This design comes from an exercise in tuning for a short achievable clock period and few clock cycles on the open sky130 flow, not from production work.
RTL that was checked went through simulation tests only; none was proved equivalent to the original.
No functional check of the RTL was part of runs 1 to 3.
Power figures rest on the tool's default switching activity, not on a simulated workload.

==> design/flow/design.v <==
module gencp_ack_checker (
    input  wire         clk,
    input  wire         rst,
    input  wire         start,
    input  wire [7:0]   op,
    input  wire [15:0]  rid,
    input  wire [15:0]  cap,
    input  wire [15:0]  rxlen,
    input  wire [703:0] pkt,
    output wire         done,
    output reg  [1:0]   rc,
    output reg  [11:0]  kind,
    output reg  [15:0]  erid,
    output reg  [3:0]   step,
    output reg  [2:0]   reason,
    output reg          warn,
    output reg  [63:0]  val,
    output reg  [511:0] dout,
    output reg  [15:0]  olen,
    output reg  [15:0]  adv
);
    localparam [15:0] PREAMBLE    = 16'h0100;
    localparam [15:0] CMD_RD_ACK  = 16'h0801;
    localparam [15:0] CMD_WR_ACK  = 16'h0803;
    localparam [11:0] CODE_INVALID_PARAMETER = 12'd2;
    localparam [11:0] KIND_CMD_MISMATCH      = 12'd2;
    localparam [1:0] RC_OK = 2'd0, RC_ERR = 2'd1, RC_TRUNC = 2'd2, RC_REFUSED = 2'd3;
    localparam [2:0] RSN_ILLEGAL_OP = 3'd1, RSN_RX_RANGE = 3'd5;
    function [7:0] pbyte(input [703:0] p, input integer i);
        pbyte = p[8*i +: 8];
    endfunction
    function zmod(input [15:0] x, input [15:0] y);
        zmod = (&(x ^ y)) | (~|(x | y)) | (&(x & y));
    endfunction
    wire [15:0] f_preamble = {pkt[7:0],     pkt[15:8]};
    wire [15:0] f_ccd_cs   = {pkt[23:16],   pkt[31:24]};
    wire [15:0] f_scd_cs   = {pkt[39:32],   pkt[47:40]};
    wire [15:0] f_status   = {pkt[71:64],   pkt[79:72]};
    wire [15:0] f_cmd      = {pkt[87:80],   pkt[95:88]};
    wire [15:0] f_scdlen   = {pkt[103:96],  pkt[111:104]};
    wire [15:0] f_reqid    = {pkt[119:112], pkt[127:120]};
    wire op_val_rd = (op == 8'h30);
    wire op_val_wr = (op == 8'h31);
    wire op_ext_b  = (op == 8'h40);
    wire op_ext_sc = (op >= 8'h41) && (op <= 8'h45);
    wire op_legal  = op_val_rd | op_val_wr | op_ext_b | op_ext_sc;
    wire is_read   = ~op_val_wr;
    wire        too_long  = (rxlen > 16'd88);
    wire        too_short = (rxlen < 16'd16);
    wire [16:0] adv_end   = {1'b0, f_scdlen} + 17'd16;
    wire        len_ok    = (adv_end <= {1'b0, rxlen});
    wire        pre_bad   = (f_preamble != PREAMBLE);
    wire        rid_mm    = (f_reqid != rid);
    wire [6:0] l7 = f_scdlen[6:0];
    wire [3:0] l_hi = l7[6:3];
    wire [2:0] l_lo = l7[2:0];
    wire [8:0] hi_gt, hi_eq;
    wire [7:0] lo_gt;
    genvar gk;
    generate
        for (gk = 0; gk < 9; gk = gk + 1) begin : g_hi
            assign hi_gt[gk] = (l_hi > gk);
            assign hi_eq[gk] = (l_hi == gk);
        end
        for (gk = 0; gk < 8; gk = gk + 1) begin : g_lo
            assign lo_gt[gk] = (l_lo > gk);
        end
    endgenerate
    wire [87:16] inc;
    genvar gb;
    generate
        for (gb = 16; gb < 88; gb = gb + 1) begin : g_inc
            assign inc[gb] = hi_gt[(gb - 16) >> 3] | (hi_eq[(gb - 16) >> 3] & lo_gt[(gb - 16) & 7]);
        end
    endgenerate
    wire [15:0] hw0 = {pkt[8*6 +: 8],  pkt[8*7 +: 8]};
    wire [15:0] hw1 = {pkt[8*8 +: 8],  pkt[8*9 +: 8]};
    wire [15:0] hw2 = {pkt[8*10 +: 8], pkt[8*11 +: 8]};
    wire [15:0] hw3 = {pkt[8*12 +: 8], pkt[8*13 +: 8]};
    wire [15:0] hw4 = {pkt[8*14 +: 8], pkt[8*15 +: 8]};
    wire [15:0] pw [0:35];
    wire [35:0] pw_nz;
    genvar gw;
    generate
        for (gw = 0; gw < 36; gw = gw + 1) begin : g_pw
            assign pw[gw] = {pkt[8*(16+2*gw) +: 8] & {8{inc[16+2*gw]}},
                             pkt[8*(17+2*gw) +: 8] & {8{inc[17+2*gw]}}};
            assign pw_nz[gw] = |pw[gw];
        end
    endgenerate
    reg [63:0] pblk;
    integer pk;
    always @(*) begin
        pblk = 64'd0;
        for (pk = 0; pk < 9; pk = pk + 1)
            pblk = pblk | (pkt[8*(16+8*pk) +: 64] & {64{hi_eq[pk]}});
    end
    wire [7:0] pb [0:7];
    generate
        for (gw = 0; gw < 8; gw = gw + 1) begin : g_pb
            assign pb[gw] = pblk[8*gw +: 8] & {8{lo_gt[gw]}};
        end
    endgenerate
    wire [15:0] pp0 = {pb[0], pb[1]};
    wire [15:0] pp1 = {pb[2], pb[3]};
    wire [15:0] pp2 = {pb[4], pb[5]};
    wire [15:0] pp3 = {pb[6], pb[7]};
    wire hdr_nz  = |pkt[8*6 +: 80];
    wire scd_nz  = hdr_nz | (|pw_nz);
    wire [15:0] cs0 = f_ccd_cs ^ hw0 ^ hw1;
    wire [15:0] cc0_m = (f_ccd_cs & hw0) | (f_ccd_cs & hw1) | (hw0 & hw1);
    wire [15:0] cc0 = {cc0_m[14:0], cc0_m[15]};
    wire [15:0] cs1 = hw2 ^ hw3 ^ hw4;
    wire [15:0] cc1_m = (hw2 & hw3) | (hw2 & hw4) | (hw3 & hw4);
    wire [15:0] cc1 = {cc1_m[14:0], cc1_m[15]};
    wire [15:0] cs2 = cc0 ^ cc1 ^ cs0;
    wire [15:0] cc2_m = (cc0 & cc1) | (cc0 & cs0) | (cc1 & cs0);
    wire [15:0] cc2 = {cc2_m[14:0], cc2_m[15]};
    wire [15:0] cs3 = cs1 ^ cc2 ^ cs2;
    wire [15:0] cc3_m = (cs1 & cc2) | (cs1 & cs2) | (cc2 & cs2);
    wire [15:0] cc3 = {cc3_m[14:0], cc3_m[15]};
    wire ccd_ok = zmod(cc3, cs3)
                & ~((f_ccd_cs == 16'hFFFF) & hdr_nz)
                & ~((f_ccd_cs == 16'h0000) & ~hdr_nz);
    wire scd_bad = ((f_scd_cs == 16'hFFFF) & scd_nz)
                 | ((f_scd_cs == 16'h0000) & ~scd_nz);
    wire [15:0] ts0 = {pkt[8*16 +: 8], pkt[8*17 +: 8]} ^ {pkt[8*18 +: 8], pkt[8*19 +: 8]} ^ {pkt[8*20 +: 8], pkt[8*21 +: 8]};
    wire [15:0] tc0_m = ({pkt[8*16 +: 8], pkt[8*17 +: 8]} & {pkt[8*18 +: 8], pkt[8*19 +: 8]}) | ({pkt[8*16 +: 8], pkt[8*17 +: 8]} & {pkt[8*20 +: 8], pkt[8*21 +: 8]}) | ({pkt[8*18 +: 8], pkt[8*19 +: 8]} & {pkt[8*20 +: 8], pkt[8*21 +: 8]});
    wire [15:0] tc0 = {tc0_m[14:0], tc0_m[15]};
    wire [15:0] ts1 = ts0 ^ tc0 ^ {pkt[8*22 +: 8], pkt[8*23 +: 8]};
    wire [15:0] tc1_m = (ts0 & tc0) | (ts0 & {pkt[8*22 +: 8], pkt[8*23 +: 8]}) | (tc0 & {pkt[8*22 +: 8], pkt[8*23 +: 8]});
    wire [15:0] tc1 = {tc1_m[14:0], tc1_m[15]};
    wire [15:0] bm0_s = ts1 & {16{hi_gt[0]}};
    wire [15:0] bm0_c = tc1 & {16{hi_gt[0]}};
    wire [15:0] ts2 = {pkt[8*24 +: 8], pkt[8*25 +: 8]} ^ {pkt[8*26 +: 8], pkt[8*27 +: 8]} ^ {pkt[8*28 +: 8], pkt[8*29 +: 8]};
    wire [15:0] tc2_m = ({pkt[8*24 +: 8], pkt[8*25 +: 8]} & {pkt[8*26 +: 8], pkt[8*27 +: 8]}) | ({pkt[8*24 +: 8], pkt[8*25 +: 8]} & {pkt[8*28 +: 8], pkt[8*29 +: 8]}) | ({pkt[8*26 +: 8], pkt[8*27 +: 8]} & {pkt[8*28 +: 8], pkt[8*29 +: 8]});
    wire [15:0] tc2 = {tc2_m[14:0], tc2_m[15]};
    wire [15:0] ts3 = ts2 ^ tc2 ^ {pkt[8*30 +: 8], pkt[8*31 +: 8]};
    wire [15:0] tc3_m = (ts2 & tc2) | (ts2 & {pkt[8*30 +: 8], pkt[8*31 +: 8]}) | (tc2 & {pkt[8*30 +: 8], pkt[8*31 +: 8]});
    wire [15:0] tc3 = {tc3_m[14:0], tc3_m[15]};
    wire [15:0] bm1_s = ts3 & {16{hi_gt[1]}};
    wire [15:0] bm1_c = tc3 & {16{hi_gt[1]}};
    wire [15:0] ts4 = {pkt[8*32 +: 8], pkt[8*33 +: 8]} ^ {pkt[8*34 +: 8], pkt[8*35 +: 8]} ^ {pkt[8*36 +: 8], pkt[8*37 +: 8]};
    wire [15:0] tc4_m = ({pkt[8*32 +: 8], pkt[8*33 +: 8]} & {pkt[8*34 +: 8], pkt[8*35 +: 8]}) | ({pkt[8*32 +: 8], pkt[8*33 +: 8]} & {pkt[8*36 +: 8], pkt[8*37 +: 8]}) | ({pkt[8*34 +: 8], pkt[8*35 +: 8]} & {pkt[8*36 +: 8], pkt[8*37 +: 8]});
    wire [15:0] tc4 = {tc4_m[14:0], tc4_m[15]};
    wire [15:0] ts5 = ts4 ^ tc4 ^ {pkt[8*38 +: 8], pkt[8*39 +: 8]};
    wire [15:0] tc5_m = (ts4 & tc4) | (ts4 & {pkt[8*38 +: 8], pkt[8*39 +: 8]}) | (tc4 & {pkt[8*38 +: 8], pkt[8*39 +: 8]});
    wire [15:0] tc5 = {tc5_m[14:0], tc5_m[15]};
    wire [15:0] bm2_s = ts5 & {16{hi_gt[2]}};
    wire [15:0] bm2_c = tc5 & {16{hi_gt[2]}};
    wire [15:0] ts6 = {pkt[8*40 +: 8], pkt[8*41 +: 8]} ^ {pkt[8*42 +: 8], pkt[8*43 +: 8]} ^ {pkt[8*44 +: 8], pkt[8*45 +: 8]};
    wire [15:0] tc6_m = ({pkt[8*40 +: 8], pkt[8*41 +: 8]} & {pkt[8*42 +: 8], pkt[8*43 +: 8]}) | ({pkt[8*40 +: 8], pkt[8*41 +: 8]} & {pkt[8*44 +: 8], pkt[8*45 +: 8]}) | ({pkt[8*42 +: 8], pkt[8*43 +: 8]} & {pkt[8*44 +: 8], pkt[8*45 +: 8]});
    wire [15:0] tc6 = {tc6_m[14:0], tc6_m[15]};
    wire [15:0] ts7 = ts6 ^ tc6 ^ {pkt[8*46 +: 8], pkt[8*47 +: 8]};
    wire [15:0] tc7_m = (ts6 & tc6) | (ts6 & {pkt[8*46 +: 8], pkt[8*47 +: 8]}) | (tc6 & {pkt[8*46 +: 8], pkt[8*47 +: 8]});
    wire [15:0] tc7 = {tc7_m[14:0], tc7_m[15]};
    wire [15:0] bm3_s = ts7 & {16{hi_gt[3]}};
    wire [15:0] bm3_c = tc7 & {16{hi_gt[3]}};
    wire [15:0] ts8 = {pkt[8*48 +: 8], pkt[8*49 +: 8]} ^ {pkt[8*50 +: 8], pkt[8*51 +: 8]} ^ {pkt[8*52 +: 8], pkt[8*53 +: 8]};
    wire [15:0] tc8_m = ({pkt[8*48 +: 8], pkt[8*49 +: 8]} & {pkt[8*50 +: 8], pkt[8*51 +: 8]}) | ({pkt[8*48 +: 8], pkt[8*49 +: 8]} & {pkt[8*52 +: 8], pkt[8*53 +: 8]}) | ({pkt[8*50 +: 8], pkt[8*51 +: 8]} & {pkt[8*52 +: 8], pkt[8*53 +: 8]});
    wire [15:0] tc8 = {tc8_m[14:0], tc8_m[15]};
    wire [15:0] ts9 = ts8 ^ tc8 ^ {pkt[8*54 +: 8], pkt[8*55 +: 8]};
    wire [15:0] tc9_m = (ts8 & tc8) | (ts8 & {pkt[8*54 +: 8], pkt[8*55 +: 8]}) | (tc8 & {pkt[8*54 +: 8], pkt[8*55 +: 8]});
    wire [15:0] tc9 = {tc9_m[14:0], tc9_m[15]};
    wire [15:0] bm4_s = ts9 & {16{hi_gt[4]}};
    wire [15:0] bm4_c = tc9 & {16{hi_gt[4]}};
    wire [15:0] ts10 = {pkt[8*56 +: 8], pkt[8*57 +: 8]} ^ {pkt[8*58 +: 8], pkt[8*59 +: 8]} ^ {pkt[8*60 +: 8], pkt[8*61 +: 8]};
    wire [15:0] tc10_m = ({pkt[8*56 +: 8], pkt[8*57 +: 8]} & {pkt[8*58 +: 8], pkt[8*59 +: 8]}) | ({pkt[8*56 +: 8], pkt[8*57 +: 8]} & {pkt[8*60 +: 8], pkt[8*61 +: 8]}) | ({pkt[8*58 +: 8], pkt[8*59 +: 8]} & {pkt[8*60 +: 8], pkt[8*61 +: 8]});
    wire [15:0] tc10 = {tc10_m[14:0], tc10_m[15]};
    wire [15:0] ts11 = ts10 ^ tc10 ^ {pkt[8*62 +: 8], pkt[8*63 +: 8]};
    wire [15:0] tc11_m = (ts10 & tc10) | (ts10 & {pkt[8*62 +: 8], pkt[8*63 +: 8]}) | (tc10 & {pkt[8*62 +: 8], pkt[8*63 +: 8]});
    wire [15:0] tc11 = {tc11_m[14:0], tc11_m[15]};
    wire [15:0] bm5_s = ts11 & {16{hi_gt[5]}};
    wire [15:0] bm5_c = tc11 & {16{hi_gt[5]}};
    wire [15:0] ts12 = {pkt[8*64 +: 8], pkt[8*65 +: 8]} ^ {pkt[8*66 +: 8], pkt[8*67 +: 8]} ^ {pkt[8*68 +: 8], pkt[8*69 +: 8]};
    wire [15:0] tc12_m = ({pkt[8*64 +: 8], pkt[8*65 +: 8]} & {pkt[8*66 +: 8], pkt[8*67 +: 8]}) | ({pkt[8*64 +: 8], pkt[8*65 +: 8]} & {pkt[8*68 +: 8], pkt[8*69 +: 8]}) | ({pkt[8*66 +: 8], pkt[8*67 +: 8]} & {pkt[8*68 +: 8], pkt[8*69 +: 8]});
    wire [15:0] tc12 = {tc12_m[14:0], tc12_m[15]};
    wire [15:0] ts13 = ts12 ^ tc12 ^ {pkt[8*70 +: 8], pkt[8*71 +: 8]};
    wire [15:0] tc13_m = (ts12 & tc12) | (ts12 & {pkt[8*70 +: 8], pkt[8*71 +: 8]}) | (tc12 & {pkt[8*70 +: 8], pkt[8*71 +: 8]});
    wire [15:0] tc13 = {tc13_m[14:0], tc13_m[15]};
    wire [15:0] bm6_s = ts13 & {16{hi_gt[6]}};
    wire [15:0] bm6_c = tc13 & {16{hi_gt[6]}};
    wire [15:0] ts14 = {pkt[8*72 +: 8], pkt[8*73 +: 8]} ^ {pkt[8*74 +: 8], pkt[8*75 +: 8]} ^ {pkt[8*76 +: 8], pkt[8*77 +: 8]};
    wire [15:0] tc14_m = ({pkt[8*72 +: 8], pkt[8*73 +: 8]} & {pkt[8*74 +: 8], pkt[8*75 +: 8]}) | ({pkt[8*72 +: 8], pkt[8*73 +: 8]} & {pkt[8*76 +: 8], pkt[8*77 +: 8]}) | ({pkt[8*74 +: 8], pkt[8*75 +: 8]} & {pkt[8*76 +: 8], pkt[8*77 +: 8]});
    wire [15:0] tc14 = {tc14_m[14:0], tc14_m[15]};
    wire [15:0] ts15 = ts14 ^ tc14 ^ {pkt[8*78 +: 8], pkt[8*79 +: 8]};
    wire [15:0] tc15_m = (ts14 & tc14) | (ts14 & {pkt[8*78 +: 8], pkt[8*79 +: 8]}) | (tc14 & {pkt[8*78 +: 8], pkt[8*79 +: 8]});
    wire [15:0] tc15 = {tc15_m[14:0], tc15_m[15]};
    wire [15:0] bm7_s = ts15 & {16{hi_gt[7]}};
    wire [15:0] bm7_c = tc15 & {16{hi_gt[7]}};
    wire [15:0] ts16 = {pkt[8*80 +: 8], pkt[8*81 +: 8]} ^ {pkt[8*82 +: 8], pkt[8*83 +: 8]} ^ {pkt[8*84 +: 8], pkt[8*85 +: 8]};
    wire [15:0] tc16_m = ({pkt[8*80 +: 8], pkt[8*81 +: 8]} & {pkt[8*82 +: 8], pkt[8*83 +: 8]}) | ({pkt[8*80 +: 8], pkt[8*81 +: 8]} & {pkt[8*84 +: 8], pkt[8*85 +: 8]}) | ({pkt[8*82 +: 8], pkt[8*83 +: 8]} & {pkt[8*84 +: 8], pkt[8*85 +: 8]});
    wire [15:0] tc16 = {tc16_m[14:0], tc16_m[15]};
    wire [15:0] ts17 = ts16 ^ tc16 ^ {pkt[8*86 +: 8], pkt[8*87 +: 8]};
    wire [15:0] tc17_m = (ts16 & tc16) | (ts16 & {pkt[8*86 +: 8], pkt[8*87 +: 8]}) | (tc16 & {pkt[8*86 +: 8], pkt[8*87 +: 8]});
    wire [15:0] tc17 = {tc17_m[14:0], tc17_m[15]};
    wire [15:0] bm8_s = ts17 & {16{hi_gt[8]}};
    wire [15:0] bm8_c = tc17 & {16{hi_gt[8]}};
    wire [15:0] ts18 = f_scd_cs ^ hw0 ^ hw1;
    wire [15:0] tc18_m = (f_scd_cs & hw0) | (f_scd_cs & hw1) | (hw0 & hw1);
    wire [15:0] tc18 = {tc18_m[14:0], tc18_m[15]};
    wire [15:0] ts19 = hw2 ^ hw3 ^ hw4;
    wire [15:0] tc19_m = (hw2 & hw3) | (hw2 & hw4) | (hw3 & hw4);
    wire [15:0] tc19 = {tc19_m[14:0], tc19_m[15]};
    wire [15:0] ts20 = tc18 ^ tc19 ^ ts18;
    wire [15:0] tc20_m = (tc18 & tc19) | (tc18 & ts18) | (tc19 & ts18);
    wire [15:0] tc20 = {tc20_m[14:0], tc20_m[15]};
    wire [15:0] ts21 = ts19 ^ tc20 ^ ts20;
    wire [15:0] tc21_m = (ts19 & tc20) | (ts19 & ts20) | (tc20 & ts20);
    wire [15:0] tc21 = {tc21_m[14:0], tc21_m[15]};
    wire [15:0] ts22 = bm0_c ^ bm0_s ^ bm1_c;
    wire [15:0] tc22_m = (bm0_c & bm0_s) | (bm0_c & bm1_c) | (bm0_s & bm1_c);
    wire [15:0] tc22 = {tc22_m[14:0], tc22_m[15]};
    wire [15:0] ts23 = bm1_s ^ bm2_c ^ bm2_s;
    wire [15:0] tc23_m = (bm1_s & bm2_c) | (bm1_s & bm2_s) | (bm2_c & bm2_s);
    wire [15:0] tc23 = {tc23_m[14:0], tc23_m[15]};
    wire [15:0] ts24 = bm3_c ^ bm3_s ^ bm4_c;
    wire [15:0] tc24_m = (bm3_c & bm3_s) | (bm3_c & bm4_c) | (bm3_s & bm4_c);
    wire [15:0] tc24 = {tc24_m[14:0], tc24_m[15]};
    wire [15:0] ts25 = bm4_s ^ bm5_c ^ bm5_s;
    wire [15:0] tc25_m = (bm4_s & bm5_c) | (bm4_s & bm5_s) | (bm5_c & bm5_s);
    wire [15:0] tc25 = {tc25_m[14:0], tc25_m[15]};
    wire [15:0] ts26 = bm6_c ^ bm6_s ^ bm7_c;
    wire [15:0] tc26_m = (bm6_c & bm6_s) | (bm6_c & bm7_c) | (bm6_s & bm7_c);
    wire [15:0] tc26 = {tc26_m[14:0], tc26_m[15]};
    wire [15:0] ts27 = bm7_s ^ bm8_c ^ bm8_s;
    wire [15:0] tc27_m = (bm7_s & bm8_c) | (bm7_s & bm8_s) | (bm8_c & bm8_s);
    wire [15:0] tc27 = {tc27_m[14:0], tc27_m[15]};
    wire [15:0] ts28 = tc21 ^ ts21 ^ pp0;
    wire [15:0] tc28_m = (tc21 & ts21) | (tc21 & pp0) | (ts21 & pp0);
    wire [15:0] tc28 = {tc28_m[14:0], tc28_m[15]};
    wire [15:0] ts29 = pp1 ^ pp2 ^ pp3;
    wire [15:0] tc29_m = (pp1 & pp2) | (pp1 & pp3) | (pp2 & pp3);
    wire [15:0] tc29 = {tc29_m[14:0], tc29_m[15]};
    wire [15:0] ts30 = tc22 ^ tc23 ^ tc24;
    wire [15:0] tc30_m = (tc22 & tc23) | (tc22 & tc24) | (tc23 & tc24);
    wire [15:0] tc30 = {tc30_m[14:0], tc30_m[15]};
    wire [15:0] ts31 = tc25 ^ tc26 ^ tc27;
    wire [15:0] tc31_m = (tc25 & tc26) | (tc25 & tc27) | (tc26 & tc27);
    wire [15:0] tc31 = {tc31_m[14:0], tc31_m[15]};
    wire [15:0] ts32 = ts22 ^ ts23 ^ ts24;
    wire [15:0] tc32_m = (ts22 & ts23) | (ts22 & ts24) | (ts23 & ts24);
    wire [15:0] tc32 = {tc32_m[14:0], tc32_m[15]};
    wire [15:0] ts33 = ts25 ^ ts26 ^ ts27;
    wire [15:0] tc33_m = (ts25 & ts26) | (ts25 & ts27) | (ts26 & ts27);
    wire [15:0] tc33 = {tc33_m[14:0], tc33_m[15]};
    wire [15:0] ts34 = tc28 ^ tc29 ^ tc30;
    wire [15:0] tc34_m = (tc28 & tc29) | (tc28 & tc30) | (tc29 & tc30);
    wire [15:0] tc34 = {tc34_m[14:0], tc34_m[15]};
    wire [15:0] ts35 = tc31 ^ tc32 ^ tc33;
    wire [15:0] tc35_m = (tc31 & tc32) | (tc31 & tc33) | (tc32 & tc33);
    wire [15:0] tc35 = {tc35_m[14:0], tc35_m[15]};
    wire [15:0] ts36 = ts28 ^ ts29 ^ ts30;
    wire [15:0] tc36_m = (ts28 & ts29) | (ts28 & ts30) | (ts29 & ts30);
    wire [15:0] tc36 = {tc36_m[14:0], tc36_m[15]};
    wire [15:0] ts37 = ts31 ^ ts32 ^ ts33;
    wire [15:0] tc37_m = (ts31 & ts32) | (ts31 & ts33) | (ts32 & ts33);
    wire [15:0] tc37 = {tc37_m[14:0], tc37_m[15]};
    wire [15:0] ts38 = tc34 ^ tc35 ^ tc36;
    wire [15:0] tc38_m = (tc34 & tc35) | (tc34 & tc36) | (tc35 & tc36);
    wire [15:0] tc38 = {tc38_m[14:0], tc38_m[15]};
    wire [15:0] ts39 = tc37 ^ ts34 ^ ts35;
    wire [15:0] tc39_m = (tc37 & ts34) | (tc37 & ts35) | (ts34 & ts35);
    wire [15:0] tc39 = {tc39_m[14:0], tc39_m[15]};
    wire [15:0] ts40 = ts36 ^ ts37 ^ tc38;
    wire [15:0] tc40_m = (ts36 & ts37) | (ts36 & tc38) | (ts37 & tc38);
    wire [15:0] tc40 = {tc40_m[14:0], tc40_m[15]};
    wire [15:0] ts41 = tc39 ^ ts38 ^ ts39;
    wire [15:0] tc41_m = (tc39 & ts38) | (tc39 & ts39) | (ts38 & ts39);
    wire [15:0] tc41 = {tc41_m[14:0], tc41_m[15]};
    wire [15:0] ts42 = tc40 ^ tc41 ^ ts40;
    wire [15:0] tc42_m = (tc40 & tc41) | (tc40 & ts40) | (tc41 & ts40);
    wire [15:0] tc42 = {tc42_m[14:0], tc42_m[15]};
    wire [15:0] ts43 = ts41 ^ tc42 ^ ts42;
    wire [15:0] tc43_m = (ts41 & tc42) | (ts41 & ts42) | (tc42 & ts42);
    wire [15:0] tc43 = {tc43_m[14:0], tc43_m[15]};
    wire warn_v = op_val_wr & ~too_long & ~too_short & ~pre_bad & rid_mm;
    reg        det;
    reg [1:0]  e_rc;
    reg [3:0]  e_step;
    reg [2:0]  e_reason;
    always @(*) begin
        det = 1'b1; e_rc = RC_ERR; e_step = 4'd0; e_reason = 3'd0;
        if (!op_legal) begin
            e_rc = RC_REFUSED; e_reason = RSN_ILLEGAL_OP;
        end else if (too_long) begin
            e_rc = RC_REFUSED; e_reason = RSN_RX_RANGE;
        end else if (too_short) begin
            e_step = 4'd0;
        end else if (pre_bad) begin
            e_step = 4'd1;
        end else if (rid_mm & is_read) begin
            e_step = 4'd2;
        end else if (!ccd_ok) begin
            e_step = 4'd3;
        end else if (!len_ok) begin
            e_step = 4'd4;
        end else begin
            det = 1'b0;
        end
    end
    wire [3:0] sc_width = (op == 8'h41) ? 4'd2 :
                          ((op == 8'h42) || (op == 8'h44)) ? 4'd4 : 4'd8;
    wire       cmd_bad  = (f_cmd != (is_read ? CMD_RD_ACK : CMD_WR_ACK));
    wire       l_big    = (f_scdlen > 16'd64);
    wire       short_sc = (f_scdlen < {12'd0, sc_width});
    reg        a_err;
    reg [11:0] a_kind;
    reg [3:0]  a_step;
    reg        a_sc, a_b;
    always @(*) begin
        a_err = 1'b1; a_kind = CODE_INVALID_PARAMETER; a_step = 4'd0;
        a_sc = 1'b0; a_b = 1'b0;
        if (cmd_bad) begin
            a_kind = KIND_CMD_MISMATCH; a_step = 4'd5;
        end else if (l_big) begin
            a_step = 4'd6;
        end else if (f_status[15]) begin
            a_kind = f_status[11:0]; a_step = 4'd7;
        end else if (op_ext_sc & short_sc) begin
            a_step = 4'd8;
        end else begin
            a_err = 1'b0; a_kind = 12'd0;
            a_sc = op_ext_sc;
            a_b  = op_ext_b;
        end
    end
    wire [63:0] be_u64 = {pbyte(pkt,16), pbyte(pkt,17), pbyte(pkt,18), pbyte(pkt,19),
                          pbyte(pkt,20), pbyte(pkt,21), pbyte(pkt,22), pbyte(pkt,23)};
    wire [63:0] sc_val = (sc_width == 4'd2) ? {48'd0, be_u64[63:48]} :
                         (sc_width == 4'd4) ? {32'd0, be_u64[63:32]} : be_u64;
    wire        cap_big = |cap[15:7];
    wire        trunc   = ~cap_big & (l7 > cap[6:0]);
    wire [6:0]  m7      = trunc ? cap[6:0] : l7;
    wire [63:0] bmask;
    genvar gj;
    generate
        for (gj = 0; gj < 64; gj = gj + 1) begin : g_bm
            assign bmask[gj] = inc[16+gj] & ((|cap[15:6]) | (cap[5:0] > gj));
        end
    endgenerate
    wire pass_a = ~det & ~scd_bad;    
    wire a_b_ok = pass_a & a_b;
    wire a_sc_ok = pass_a & a_sc;
    reg         q_done;
    reg  [1:0]  qa_rc,   qb_rc;
    reg  [11:0] qa_kind, qb_kind;
    reg  [3:0]  qa_step, qb_step;
    reg  [15:0] qa_erid, qb_erid;
    reg  [2:0]  q_reason;
    reg         q_warn;
    reg  [63:0] qa_val;
    reg  [511:0] qa_dout;
    reg  [15:0] qa_olen, qa_adv;
    reg  [15:0] q_row0;
    reg  [15:0] q_row1;
    integer j;
    always @(posedge clk) begin
        if (rst)
            q_done <= 1'b0;
        else
            q_done <= start;
        q_reason <= e_reason;
        q_warn   <= warn_v;
        if (det) begin
            qa_rc <= e_rc; qa_kind <= (e_rc == RC_ERR) ? CODE_INVALID_PARAMETER : 12'd0;
            qa_step <= e_step; qa_erid <= (e_rc == RC_ERR) ? rid : 16'd0;
            qb_rc <= e_rc; qb_kind <= (e_rc == RC_ERR) ? CODE_INVALID_PARAMETER : 12'd0;
            qb_step <= e_step; qb_erid <= (e_rc == RC_ERR) ? rid : 16'd0;
        end else begin
            qb_rc <= RC_ERR; qb_kind <= CODE_INVALID_PARAMETER;
            qb_step <= 4'd4; qb_erid <= rid;
            if (scd_bad) begin
                qa_rc <= RC_ERR; qa_kind <= CODE_INVALID_PARAMETER;
                qa_step <= 4'd4; qa_erid <= rid;
            end else begin
                qa_rc   <= a_err ? RC_ERR : ((a_b & trunc) ? RC_TRUNC : RC_OK);
                qa_kind <= a_kind;
                qa_step <= a_step;
                qa_erid <= a_err ? rid : 16'd0;
            end
        end
        qa_val  <= a_sc_ok ? sc_val : 64'd0;
        for (j = 0; j < 64; j = j + 1)
            qa_dout[8*j +: 8] <= (a_b_ok & bmask[j]) ? pkt[8*(16+j) +: 8] : 8'h00;
        qa_olen <= a_b_ok ? {9'd0, m7} : 16'd0;
        qa_adv  <= a_b_ok ? f_scdlen : 16'd0;
        q_row0 <= tc43;
        q_row1 <= ts43;
    end
    assign done = q_done;
    wire zm = zmod(q_row0, q_row1);
    always @(*) begin
        rc     = zm ? qa_rc   : qb_rc;
        kind   = zm ? qa_kind : qb_kind;
        step   = zm ? qa_step : qb_step;
        erid   = zm ? qa_erid : qb_erid;
        reason = q_reason;
        warn   = q_warn;
        val    = zm ? qa_val  : 64'd0;
        dout   = zm ? qa_dout : 512'd0;
        olen   = zm ? qa_olen : 16'd0;
        adv    = zm ? qa_adv  : 16'd0;
    end
endmodule
==> design/flow/flow/run.sh <==
#!/bin/bash
set -euo pipefail
MARGIN=14
bash standard.sh SETUP_SLACK_MARGIN=$MARGIN ADDER_MAP_FILE= MATCH_CELL_FOOTPRINT=0 TNS_END_PERCENT=10 BUFFER_PORTS_ARGS="-buffer_cell sky130_fd_sc_hd__buf_8" PLACE_PINS_ARGS="-min_distance 1 -min_distance_in_tracks" finish > standard.log 2>&1
==> design/flow/standard.sh <==
#!/bin/bash
# synth_recipe.tcl (not shown) runs the flow's synth.tcl, then flattens the netlist and writes it again
# the make line also repeats each setting of config.mk as NAME=value (left out here)
make -C /OpenROAD-flow-scripts/flow DESIGN_CONFIG=/design/flow/config.mk WORK_HOME=/design/flow/orfs CLKGATE_MAP_FILE= SYNTH_SCRIPT=/design/flow/synth_recipe.tcl "${@:-finish}"
==> design/flow/config.mk <==
export PLATFORM = sky130hd
export DESIGN_NAME = gencp_ack_checker
export DESIGN_NICKNAME = gencp_ack_checker
export VERILOG_FILES = /design/flow/design.v
export SDC_FILE = /design/flow/constraint.sdc
export NUM_CORES = 4
export LEC_CHECK = 0
export CAP_MARGIN = 20
export CORE_AREA = 5 5 395 395
export DIE_AREA = 0 0 400 400
export SLEW_MARGIN = 20
==> design/flow/constraint.sdc <==
create_clock -name core_clock -period 20.0 [get_ports {clk}]
set_input_delay 4.0000 -clock core_clock [delete_from_list [all_inputs] [get_ports {clk}]]
set_output_delay 4.0000 -clock core_clock [all_outputs]
set_load 0.01 [all_outputs]
==> out/qor.txt, run 1 <==
count of hold-fix buffers inserted at cts = 0
Core Footprint = 0.152 mm^2
minimum clock period after layout = 7.98 ns
worst slew pin tran = 1.33 ns
distinct cell type count after synthesis = 96
# IOs = 1,410
Comb power frac = 75.7%
sort of element at the end of the critical path = flip-flop
DR WL/cell = 42.6 um
Switch Pwr = 5.85 mW
total vias in the final route = 58,047
unrepaired setup endpoints after global routing = true
Internal Power = 7.14 mW
achievable clock frequency = 0.125 GHz
Primary FF master, synth = dfxtp_1
starting density of the core = 37.4%
aggregate global routing overflow = 0
area added between synthesis and finish = 52.5%
Post-Syn Area per Cell = 9.59 um^2
count of nets after finishing = 8,091
maximum number of pins on one net before global-route repair = 224
Post-Route WL = 403,000 um
leakage dissipation = 37.3 nW
HPWL after DPL = 323,000 um
outcome = no timing/DRC/antenna violations
number of optimization iterations in the first detailed-route pass = 10
final setup fails = 0
aggregate negative setup slack = 0 ns
via-per-instance ratio = 6.14
antenna violations before repair = 58
count of final hold-check violations = 0
clock network power share = 11.9%
hold depth = 2
buffer cell driving the clock tree root = clkbuf_16
Final Slew Violations = 0
area enclosed by the die boundary = 0.160 mm^2
largest fanout of any net on the critical path = 19
antenna viol nets, final = 0
crit start category = primary input
routability cong. = 1.10
Yosys warnings = 1
floorplan row count = 143
Seq/Total Area, Yosys = 24.4%
post-route DRC violation count = 0
total routing usage reported by global routing = 47.6%
number of global-route vias before repair = 54,166
total design power = 13.0 mW
startpoint-to-endpoint class of the critical path = primary input to flip-flop
path type of the worst min-delay path = primary input to flip-flop
Worst EP arrival = 8.58 ns
count of flip-flops with a built-in enable after synthesis = 0
HP Start = rst
number of buffers on the longest clock path = 3
fraction of registers with async set/reset = 0%
Slew headroom = 11.2%
number of H-tree levels = 3
endpoint with the worst hold slack = q_done
Die X-Extent = 400 um
Max Cap Violations = 0
flops & latches, synth = 690
Port Buf Inserts = 1,399
largest vdd supply drop = 0.000403 V
setup slack at placement = 9.81 ns
switch share = 45.0%
required time of the critical path = 20.60 ns
number of buffers inserted during clock tree synthesis = 82
clock slew at reported path FFs = 0.06 ns
proportion of layout cells with a drive suffix above 1 = 30.4%
Post-Syn Instances = 5,908
final critical-path setup slack = 12.02 ns
clock tree from TritonCTS = built
global-route wire length before repair = 508,000 um
Final Core Density = 57.0%
part of the cycle the worst path needs = 39.9%
power density over cell area = 150 mW/mm^2
number of sinks driven by the clock tree = 690
post-route design area = 0.0864 mm^2
vertical die dimension = 400 um
number of violations reported at the end of detailed-routing iteration 0 = 7,852
area of placed instances = 0.0800 mm^2
sequential share of power = 12.4%
synthesized area = 0.0566 mm^2
-- metrics by stage --
| step | hold slack [ns] | instances |
|---|---|---|
| 6_report | 3.41 | 9450 |
| 5_1_grt | 3.40 | 9419 |
| 4_1_cts | 3.38 | 9367 |
| 3_5_place_dp | 4.14 | 9123 |
| 3_3_place_gp | 4.14 | 9123 |
| 2_1_floorplan | 4.07 | 5926 |
-- logic make-up (layout without fill, tap and decap cells) --
kind of cell             after synthesis  count (layout)  share of synthesized area (%)
AND/OR/NAND/NOR                     2229            2231                           22.1
XOR/XNOR                            1113            1113                           28.2
AO/OA/AOI/OAI                        695             695                           8.47
flip-flops                           690             690                           24.4
adder cells (fa/ha/maj)              645             645                           11.4
buffers and inverters                413            1873                           3.04
multiplexers                         122             122                           2.43
other                                  1              51                        0.00662
-- sequential cells by signal, summed over array words and instances, names as in the netlist, 3 cells and up --
register,flops
qa_kind,12
qb_step,3
qa_adv,16
qa_val,64
qa_olen,7
qb_erid,16
qa_step,4
qa_erid,16
q_row0,16
qa_dout,512
q_row1,16
-- power groups by stage --
stage                     logic (mW)  clock network (mW)  registers [mW]
after floorplan                 6.85                   0            1.62
after global placement          9.23                   0            1.64
after detailed placement        9.34                   0            1.64
after CTS                       9.65                1.55            1.61
after global routing            10.3                1.61            1.61
final                           9.84                1.54            1.61
-- layer usage --
metal | track usage [%] | wire length (um)
met5 | 0.0308 | 85
met4 | 37.2 | 40700
met3 | 20.5 | 54500
met2 | 68.6 | 164000
met1 | 55.1 | 144000
-- Yosys cell counts, types with 19 or more instances --
cell type | count | area, um^2
a21o_1 | 25 | 188
a21oi_1 | 182 | 911
a221oi_1 | 23 | 201
a22o_1 | 23 | 201
a22oi_1 | 97 | 728
and2_1 | 1103 | 6900
and3_1 | 81 | 507
buf_2 | 67 | 335
buf_4 | 22 | 165
clkbuf_1 | 194 | 728
dfxtp_1 | 690 | 13800
inv_1 | 109 | 409
maj3_1 | 644 | 6450
mux2_2 | 53 | 597
mux2i_1 | 62 | 621
nand2_1 | 331 | 1240
nand2b_1 | 19 | 119
nand3_1 | 100 | 500
nand3b_1 | 25 | 188
nand4_1 | 42 | 263
nor2_1 | 297 | 1110
nor2b_1 | 24 | 150
nor3_1 | 28 | 140
nor4_1 | 69 | 432
o211ai_1 | 25 | 188
o21ai_0 | 118 | 591
or2_2 | 19 | 119
xnor2_1 | 523 | 4580
xnor3_1 | 95 | 2140
xor2_1 | 168 | 1470
xor3_1 | 327 | 7770
-- worst max-delay path by stage --
stage	start	endpoint	slack, ns	cells past startpoint
after floorplan	pkt[67]	qa_dout[352]	12.24	15
after global placement	pkt[108]	qa_dout[376]	9.85	15
after detailed placement	pkt[110]	qa_dout[495]	9.81	15
after CTS	q_row1[15]	dout[318]	12.18	9
after global routing	pkt[107]	q_row0[5]	12.12	15
final	pkt[107]	q_row0[5]	12.02	15
-- cell type report --
| class | count | area [um^2] |
|---|---|---|
| tap | 2030 | 2540 |
| inverter | 114 | 435 |
| fill | 13114 | 65200 |
| clock inverter | 28 | 388 |
| antenna | 32 | 80.1 |
| sequential | 690 | 13800 |
| multi-input combinational | 4825 | 43000 |
| timing repair buffer | 1615 | 23800 |
| clock buffer | 116 | 2330 |
-- critical path: stages --
cell      delay (ns)
buf_16          0.15
buf_4           0.18
clkinv_1        0.04
buf_4           0.41
mux4_2          0.58
a21oi_2         0.35
o21ai_0         0.34
maj3_1          0.49
xor2_1          0.17
xnor2_1         0.25
xnor2_1         0.17
xnor2_1         0.13
maj3_1          0.41
xor3_1          0.43
maj3_1          0.38
-- cells in the final DEF, fill, tap and decap left out, types with 89 or more instances in the layout --
| cell type | instances |
|---|---|
| buf_8 | 1399 |
| and2_1 | 1084 |
| dfxtp_1 | 685 |
| maj3_1 | 522 |
| xnor2_1 | 468 |
| nand2_1 | 322 |
| xor3_1 | 319 |
| nor2_1 | 272 |
| a21oi_1 | 166 |
| xor2_1 | 163 |
| buf_4 | 128 |
| maj3_2 | 122 |
| clkbuf_16 | 110 |
| inv_1 | 108 |
| o21ai_0 | 102 |
| nand3_1 | 99 |
| a22oi_1 | 92 |
| xnor3_1 | 89 |
-- timing repair --
action	4_1_cts	5_1_grt
endpoints found under the setup margin	1292	1292
resized for setup	289	95
buffers inserted	83	35
pin swaps	78	17
gates cloned	17	16
==> run 2, diff against run 1 <==
--- a/design/flow/design.v
+++ b/design/flow/design.v
@@ -277,3 +277,3 @@
     wire warn_v = op_val_wr & ~too_long & ~too_short & ~pre_bad & rid_mm;
-    reg        det;
+    reg        det0;
     reg [1:0]  e_rc;
@@ -282,3 +282,3 @@
     always @(*) begin
-        det = 1'b1; e_rc = RC_ERR; e_step = 4'd0; e_reason = 3'd0;
+        det0 = 1'b1; e_rc = RC_ERR; e_step = 4'd0; e_reason = 3'd0;
         if (!op_legal) begin
@@ -293,8 +293,4 @@
             e_step = 4'd2;
-        end else if (!ccd_ok) begin
-            e_step = 4'd3;
-        end else if (!len_ok) begin
-            e_step = 4'd4;
         end else begin
-            det = 1'b0;
+            det0 = 1'b0;
         end
@@ -341,5 +337,7 @@
     endgenerate
-    wire pass_a = ~det & ~scd_bad;    
-    wire a_b_ok = pass_a & a_b;
-    wire a_sc_ok = pass_a & a_sc;
+    wire nd_rest = op_legal & ~too_long & ~too_short & ~pre_bad &
+                   ~(rid_mm & is_read) & len_ok;
+    wire a_b_ok  = nd_rest & a_b;
+    wire a_sc_ok = nd_rest & a_sc;
+    wire zt_en   = ccd_ok & ~scd_bad;
     reg         q_done;
@@ -354,4 +352,3 @@
     reg  [15:0] qa_olen, qa_adv;
-    reg  [15:0] q_row0;
-    reg  [15:0] q_row1;
+    reg  [15:0] q_zt, q_zz, q_zo;
     integer j;
@@ -364,3 +361,3 @@
         q_warn   <= warn_v;
-        if (det) begin
+        if (det0) begin
             qa_rc <= e_rc; qa_kind <= (e_rc == RC_ERR) ? CODE_INVALID_PARAMETER : 12'd0;
@@ -371,4 +368,4 @@
             qb_rc <= RC_ERR; qb_kind <= CODE_INVALID_PARAMETER;
-            qb_step <= 4'd4; qb_erid <= rid;
-            if (scd_bad) begin
+            qb_step <= ccd_ok ? 4'd4 : 4'd3; qb_erid <= rid;
+            if (!len_ok) begin
                 qa_rc <= RC_ERR; qa_kind <= CODE_INVALID_PARAMETER;
@@ -387,7 +384,8 @@
         qa_adv  <= a_b_ok ? f_scdlen : 16'd0;
-        q_row0 <= tc43;
-        q_row1 <= ts43;
+        q_zt <= (tc43 ^ ts43) & {15'h7FFF, zt_en};
+        q_zz <= ~(tc43 | ts43) & {15'h7FFF, zt_en};
+        q_zo <= (tc43 & ts43) & {15'h7FFF, zt_en};
     end
     assign done = q_done;
-    wire zm = zmod(q_row0, q_row1);
+    wire zm = (&q_zt) | (&q_zz) | (&q_zo);
     always @(*) begin
==> design/flow/flow/run.sh (replaced) <==
#!/bin/bash
set -euo pipefail
MARGIN=14
bash standard.sh SETUP_SLACK_MARGIN=$MARGIN ADDER_MAP_FILE= MATCH_CELL_FOOTPRINT=0 TNS_END_PERCENT=100 BUFFER_PORTS_ARGS="-buffer_cell sky130_fd_sc_hd__buf_8" PLACE_PINS_ARGS="-min_distance 1 -min_distance_in_tracks" finish > standard.log 2>&1
==> out/qor.txt, run 2 <==
outcome = aborted with a tool error
last step reached = 5_1_grt
Error Message = [ERROR GRT-0116] Global routing finished with congestion. Check the congestion regions in the DRC Viewer.
number of global-route vias before repair = 64,836
global-route wire length before repair = 598,000 um
area of placed instances = 0.0814 mm^2
Seq/Total Area, Yosys = 24.8%
Post-Syn Instances = 5,976
starting density of the core = 37.6%
placed insts = 9,219
Yosys warnings = 1
aggregate global routing overflow = 2
synthesized area = 0.0570 mm^2
distinct cell type count after synthesis = 102
routability cong. = 1.10
number of buffers on the longest clock path = 3
most common cell in the synthesized netlist = dfxtp_1
leading post-synthesis cells by cell area = dfxtp_1 25%, xor3_1 12%, maj3_1 9.6%, xnor2_1 7.4%, nor2b_1 7.1%
number of sinks driven by the clock tree = 706
number of buffers inserted during clock tree synthesis = 84
number of H-tree levels = 3
buffer cell driving the clock tree root = clkbuf_16
total routing usage reported by global routing = 56.2%
count of flip-flops with a built-in enable after synthesis = 0
floorplan row count = 143
Port Buf Inserts = 1,399
vertical die dimension = 400 um
Synth top area share = 24.8%
setup slack at placement = 10.03 ns
maximum number of pins on one net before global-route repair = 36
most frequent cells after synthesis = 706 x dfxtp_1, 644 x nor2b_1, 560 x and2_1
Post-Syn Area per Cell = 9.54 um^2
Die X-Extent = 400 um
fraction of registers with async set/reset = 0%
flops & latches, synth = 706
Primary FF master, synth = dfxtp_1
# IOs = 1,410
cell accounting for the most synthesized area = dfxtp_1
HPWL after DPL = 339,000 um
==> run 2: per-layer routing <==
layer / GRT usage [%] / overflow
met1: 59.9 / 0
met2: 77.0 / 2
met3: 30.8 / 0
met4: 54.9 / 0
met5: 2.92 / 0
==> run 2: cell families after synthesis <==
kind of cell	synth area share, %
multiplexers	2.89
AND/OR/NAND/NOR	22.4
XOR/XNOR	27.2
other	0.00658
buffers and inverters	3.60
AO/OA/AOI/OAI	7.90
adder cells (fa/ha/maj)	11.3
flip-flops	24.8
==> run 2: timing repair <==
| item | 4_1_cts |
|---|---|
| hold buffers | 0 |
| gates resized for setup | 2133 |
| cloned | 167 |
| endpoints found under the setup margin | 1308 |
| buffers inserted | 329 |
| pin swaps | 388 |
==> run 2: worst min-delay path by stage <==
stage,start,to,slack (ns)
2_1_floorplan,rst,q_done,4.07
3_3_place_gp,rst,q_done,4.14
3_5_place_dp,rst,q_done,4.15
4_1_cts,rst,q_done,3.40
==> run 2: power groups by stage <==
| stage | registers (mW) | clock network [mW] | logic (mW) |
|---|---|---|---|
| after CTS | 1.72 | 1.64 | 13.2 |
| after detailed placement | 1.75 | 0 | 11.5 |
| after global placement | 1.75 | 0 | 11.5 |
| after floorplan | 1.73 | 0 | 8.84 |
==> run 3, diff against run 2 <==
==> design/flow/flow/run.sh (replaced) <==
#!/bin/bash
set -euo pipefail
MARGIN=14
bash standard.sh PRE_RESIZE_TCL=$PWD/flow/gain.tcl SETUP_SLACK_MARGIN=$MARGIN ADDER_MAP_FILE= MATCH_CELL_FOOTPRINT=0 TNS_END_PERCENT=10 BUFFER_PORTS_ARGS="-buffer_cell sky130_fd_sc_hd__buf_8" PLACE_PINS_ARGS="-min_distance 1 -min_distance_in_tracks" finish > standard.log 2>&1
==> design/flow/flow/gain.tcl (new file) <==
# Gain-based buffering of high-fanout nets before the standard resizing
# (builds balanced buffer trees for the result select nets).
log_cmd estimate_parasitics -placement
set_dont_use $::env(DONT_USE_CELLS)
log_cmd repair_design -buffer_gain 4.0 -verbose
==> out/qor.txt, run 3 <==
cell accounting for the most synthesized area = dfxtp_1
synthesized area = 0.0570 mm^2
Post-Syn Instances = 5,976
count of flip-flops with a built-in enable after synthesis = 0
adder and majority cell fraction of the synthesized area = 11.3%
distinct cell type count after synthesis = 102
flops & latches, synth = 706
floorplan row count = 143
xor/xnor share of the synthesized area = 27.2%
area share of and/or/nand/nor cells after synthesis = 22.4%
Port Buf Inserts = 1,399
leading post-synthesis cells by cell area = dfxtp_1 25%, xor3_1 12%, maj3_1 9.6%, xnor2_1 7.4%, nor2b_1 7.1%
Yosys warnings = 1
portion of netlist area occupied by mux cells = 2.89%
Die X-Extent = 400 um
main combinational cell family by area after synthesis = XOR/XNOR gates
Post-Syn Area per Cell = 9.54 um^2
vertical die dimension = 400 um
most common cell in the synthesized netlist = dfxtp_1
last step reached = 3_4_place_resized
fraction of registers with async set/reset = 0%
# IOs = 1,410
Primary FF master, synth = dfxtp_1
routability cong. = 1.14
Error Message = [ERROR EST-0104] inconsistent parasitics state
Seq/Total Area, Yosys = 24.8%
most frequent cells after synthesis = 706 x dfxtp_1, 644 x nor2b_1, 560 x and2_1
outcome = aborted with a tool error
starting density of the core = 37.6%
Synth Area in Compound Gates = 7.90%
Synth top area share = 24.8%
run 3: cell counts after synthesis:
Identical to the previous run, type by type.
run 3: worst min path at each step:
stage	startpoint	endpoint	slack (ns)	depth (start not counted)
after floorplan	rst	q_done	4.07	1
after global placement	rst	q_done	4.14	2
run 3: logic make-up after synthesis:
group / after synthesis
and+or+nand+nor: 2261
xor gates and xnor gates: 1093
DFF: 706
AOI/OAI and AO/OA: 693
adders and majority gates: 631
buffers and inverters: 438
muxes: 153
other: 1
run 3: stage by stage:
stage | hold WS (ns) | worst slack (ns) | area, um^2
2_1_floorplan | 4.07 | 12.34 | 57900
3_3_place_gp | 4.14 | 9.16 | 80500
run 3: power groups by stage:
stage	Sequential (mW)	Combinational, mW	Clock [mW]
2_1_floorplan	1.73	8.84	0
3_3_place_gp	1.75	11.5	0
==> run 4, diff against run 3 <==
--- a/design/flow/design.v
+++ b/design/flow/design.v
@@ -352,3 +352,4 @@
     reg  [15:0] qa_olen, qa_adv;
-    reg  [15:0] q_zt, q_zz, q_zo;
+    reg  [15:0] q_x, q_y;
+    reg         q_en;
     integer j;
@@ -384,8 +385,8 @@
         qa_adv  <= a_b_ok ? f_scdlen : 16'd0;
-        q_zt <= (tc43 ^ ts43) & {15'h7FFF, zt_en};
-        q_zz <= ~(tc43 | ts43) & {15'h7FFF, zt_en};
-        q_zo <= (tc43 & ts43) & {15'h7FFF, zt_en};
+        q_x  <= tc43;
+        q_y  <= ts43;
+        q_en <= zt_en;
     end
     assign done = q_done;
-    wire zm = (&q_zt) | (&q_zz) | (&q_zo);
+    wire zm = zmod(q_x, q_y) & q_en;
     always @(*) begin
==> design/flow/flow/run.sh (replaced) <==
#!/bin/bash
set -euo pipefail
MARGIN=14
bash standard.sh SETUP_SLACK_MARGIN=$MARGIN ADDER_MAP_FILE= MATCH_CELL_FOOTPRINT=0 TNS_END_PERCENT=100 BUFFER_PORTS_ARGS="-buffer_cell sky130_fd_sc_hd__buf_8" PLACE_PINS_ARGS="-min_distance 1 -min_distance_in_tracks" ROUTING_LAYER_ADJUSTMENT=0.10 finish > standard.log 2>&1
removed: design/flow/flow/gain.tcl
==> out/qor.txt, run 4 <==
outcome = no timing/DRC/antenna violations
Worst EP arrival = 8.03 ns
largest fanout of any net on the critical path = 26
maximum number of pins on one net before global-route repair = 42
count of flip-flops with a built-in enable after synthesis = 0
count of final hold-check violations = 0
Seq/Total Area, Yosys = 24.5%
area of placed instances = 0.0803 mm^2
largest reg by FF count = qa_dout
max reg flops = 512
flops & latches, synth = 691
Port Buf Inserts = 1,399
largest vdd supply drop = 0.000360 V
sort of element at the end of the critical path = flip-flop
antenna violations before repair = 43
buffer cell driving the clock tree root = clkbuf_16
Die X-Extent = 400 um
most frequent cells in the layout = 1,413 x buf_8, 770 x and2_4, 668 x dfxtp_1
Cell Count, Final, Fillers Out = 9,999
floorplan row count = 143
area added between synthesis and finish = 75.3%
post-route design area = 0.0988 mm^2
clock slew at reported path FFs = 0.06 ns
total routing usage reported by global routing = 52.3%
number of global-route vias before repair = 59,106
Multi-input gate area = 0.0486 mm^2
Final Core Density = 65.2%
post-route DRC violation count = 0
Post-Route WL = 440,000 um
starting density of the core = 37.2%
HPWL after DPL = 326,000 um
aggregate global routing overflow = 0
# fillers = 11,843
distinct cell type count after synthesis = 104
required time of the critical path = 20.61 ns
most common library cell in the layout ignoring fill and taps = buf_8
Post-Syn Area per Cell = 9.46 um^2
number of buffers inserted during clock tree synthesis = 82
part of the cycle the worst path needs = 37.1%
placed insts = 9,184
most common cell in the synthesized netlist = and2_1
number of H-tree levels = 3
vertical die dimension = 400 um
Max Cap Violations = 0
crit-path cells = buf_12 > clkinvlp_4 > nor2_2 > buf_4 > nand2_2 > a21oi_1 > maj3_1 > xnor2_2 > xnor2_4 > xor2_1 > xnor2_2 > maj3_2 > xnor3_1 > xor2_1 > xor2_1
global-route wire length before repair = 558,000 um
total design power = 14.7 mW
cell repeated most along the worst path = xor2_1
clock tree from TritonCTS = built
Final Slew Violations = 0
# IOs = 1,410
Synth top area share = 24.5%
Slew headroom = 23.4%
area enclosed by the die boundary = 0.160 mm^2
power density over cell area = 149 mW/mm^2
path type of the worst min-delay path = primary input to flip-flop
final setup fails = 0
crit start category = primary input
most frequent cells after synthesis = 1,147 x and2_1, 691 x dfxtp_1, 596 x maj3_1
proportion of layout cells with a drive suffix above 1 = 52.9%
fraction of registers with async set/reset = 0%
cell accounting for the most synthesized area = dfxtp_1
number of violations reported at the end of detailed-routing iteration 0 = 8,191
Post-Syn Instances = 5,961
DR WL/cell = 44.0 um
Core Footprint = 0.152 mm^2
synthesized area = 0.0564 mm^2
register area = 0.0139 mm^2
count of nets after finishing = 8,637
antenna viol nets, final = 0
worst slew pin tran = 1.14 ns
minimum clock period after layout = 7.42 ns
aggregate negative setup slack = 0 ns
unrepaired setup endpoints after global routing = true
number of optimization iterations in the first detailed-route pass = 12
startpoint-to-endpoint class of the critical path = primary input to flip-flop
number of buffers on the longest clock path = 3
total vias in the final route = 62,790
leakage dissipation = 42.4 nW
cell with the largest stage delay on the worst path = a21oi_1
delay of the slowest cell on the worst path = 0.44 ns
count of hold-fix buffers inserted at cts = 0
via-per-instance ratio = 6.28
Primary FF master, synth = dfxtp_1
routability cong. = 1.14
leading post-synthesis cells by cell area = dfxtp_1 25%, and2_1 13%, xor3_1 12%, maj3_1 11%, xnor2_1 9.2%
registers with the most flip-flops = qa_dout x512, qa_val x64
Yosys warnings = 1
achievable clock frequency = 0.135 GHz
number of sinks driven by the clock tree = 691
## run 4: final cells by class
cell class,instances,area share [%]
clock buffer,103,2.28
antenna,28,0.0709
inverter,162,0.666
sequential,691,14.0
tap,2030,2.57
timing repair buffer,2070,30.6
clock inverter,48,0.601
multi-input combinational,4867,49.1
## run 4: what timing repair did
item / 4_1_cts / 5_1_grt
pin swaps: 922 / 501
setup buffers: 365 / 113
cloned: 150 / 8
resized for setup: 1505 / 675
endpoints found under the setup margin: 1293 / 1293
## run 4: worst paths after layout
path / from / end / slack, ns / depth (start not counted)
max: pkt[106] / q_y[12] / 12.58 / 15
min: rst / q_done / 3.39 / 2
## run 4: cells by family after synthesis
| kind of cell | Yosys count | share of synthesized area, % |
|---|---|---|
| flip-flops | 691 | 24.5 |
| adder cells (fa/ha/maj) | 622 | 11.1 |
| AO/OA/AOI/OAI | 709 | 8.82 |
| buffers and inverters | 438 | 3.33 |
| XOR/XNOR | 1137 | 27.2 |
| multiplexers | 133 | 2.72 |
| AND/OR/NAND/NOR | 2230 | 22.3 |
| other | 1 | 0.00665 |
## run 4: metal layers
metal,global-route usage (%),part of all wire (%),up-vias
met4,44.7,12,16
met3,25.1,14,1998
met2,74.6,40,5678
met1,58.3,34,30696
met5,0,0.033,-
li1,-,-,24402
## run 4: power by group
group | internal [mW] | total, mW | switching, mW
Sequential | 1.57 | 1.63 | 0.0579
Clock | 0.917 | 1.63 | 0.712
Combinational | 5.96 | 11.4 | 5.47
Total | 8.45 | 14.7 | 6.24
## run 4: through the flow
step / hold WS [ns] / worst slack (ns)
finish: 3.39 / 12.58
global route: 3.38 / 12.58
CTS: 3.36 / 12.79
detailed placement: 4.15 / 10.11
global placement: 4.14 / 10.21
floorplan: 4.07 / 12.45
## run 4: worst max-delay path, delay by kind of cell
family / cells / cell delay, ns
compound gates: 1 / 0.44
xor+xnor: 7 / 1.49
fa+ha+maj: 2 / 0.73
buf+inv: 3 / 0.85
simple gates: 2 / 0.48
Testbench counts of run 4, summed over its fixed seeds: cycles 3,992.

==> static timing again, ports no longer ideal <==
In the flow no input, the clock included, has a driving cell. The finished layouts below were timed again as built, in two steps.
Step 1 sets driving cells, clkbuf_16 on the clock port and buf_2 on the other inputs (assumed; they add their load-dependent delay and slew).
Step 2 times the ports against the registers' clock, not the clock port: input delays grow and output delays shrink by t, the midpoint of the rising clock arrivals with the driver on.
Three values: no drivers, after step 1, after step 2; two values: the first two.
run | shift t [ns] | slack for setup (ns) | hold WS [ns] | worst data-port slew with drivers (ns)
run 1 | 0.804 | 12.020 / 11.850 / 11.045 | 3.415 / 3.383 / 4.187 | 0.41
run 4 | 0.825 | 12.583 / 12.327 / 11.502 | 3.385 / 3.387 / 4.212 | 0.51
After both steps every run listed still meets setup and hold. The setup slack of run 4, which loses most, moves by -0.256 ns with the drivers and by -1.081 ns with both steps.
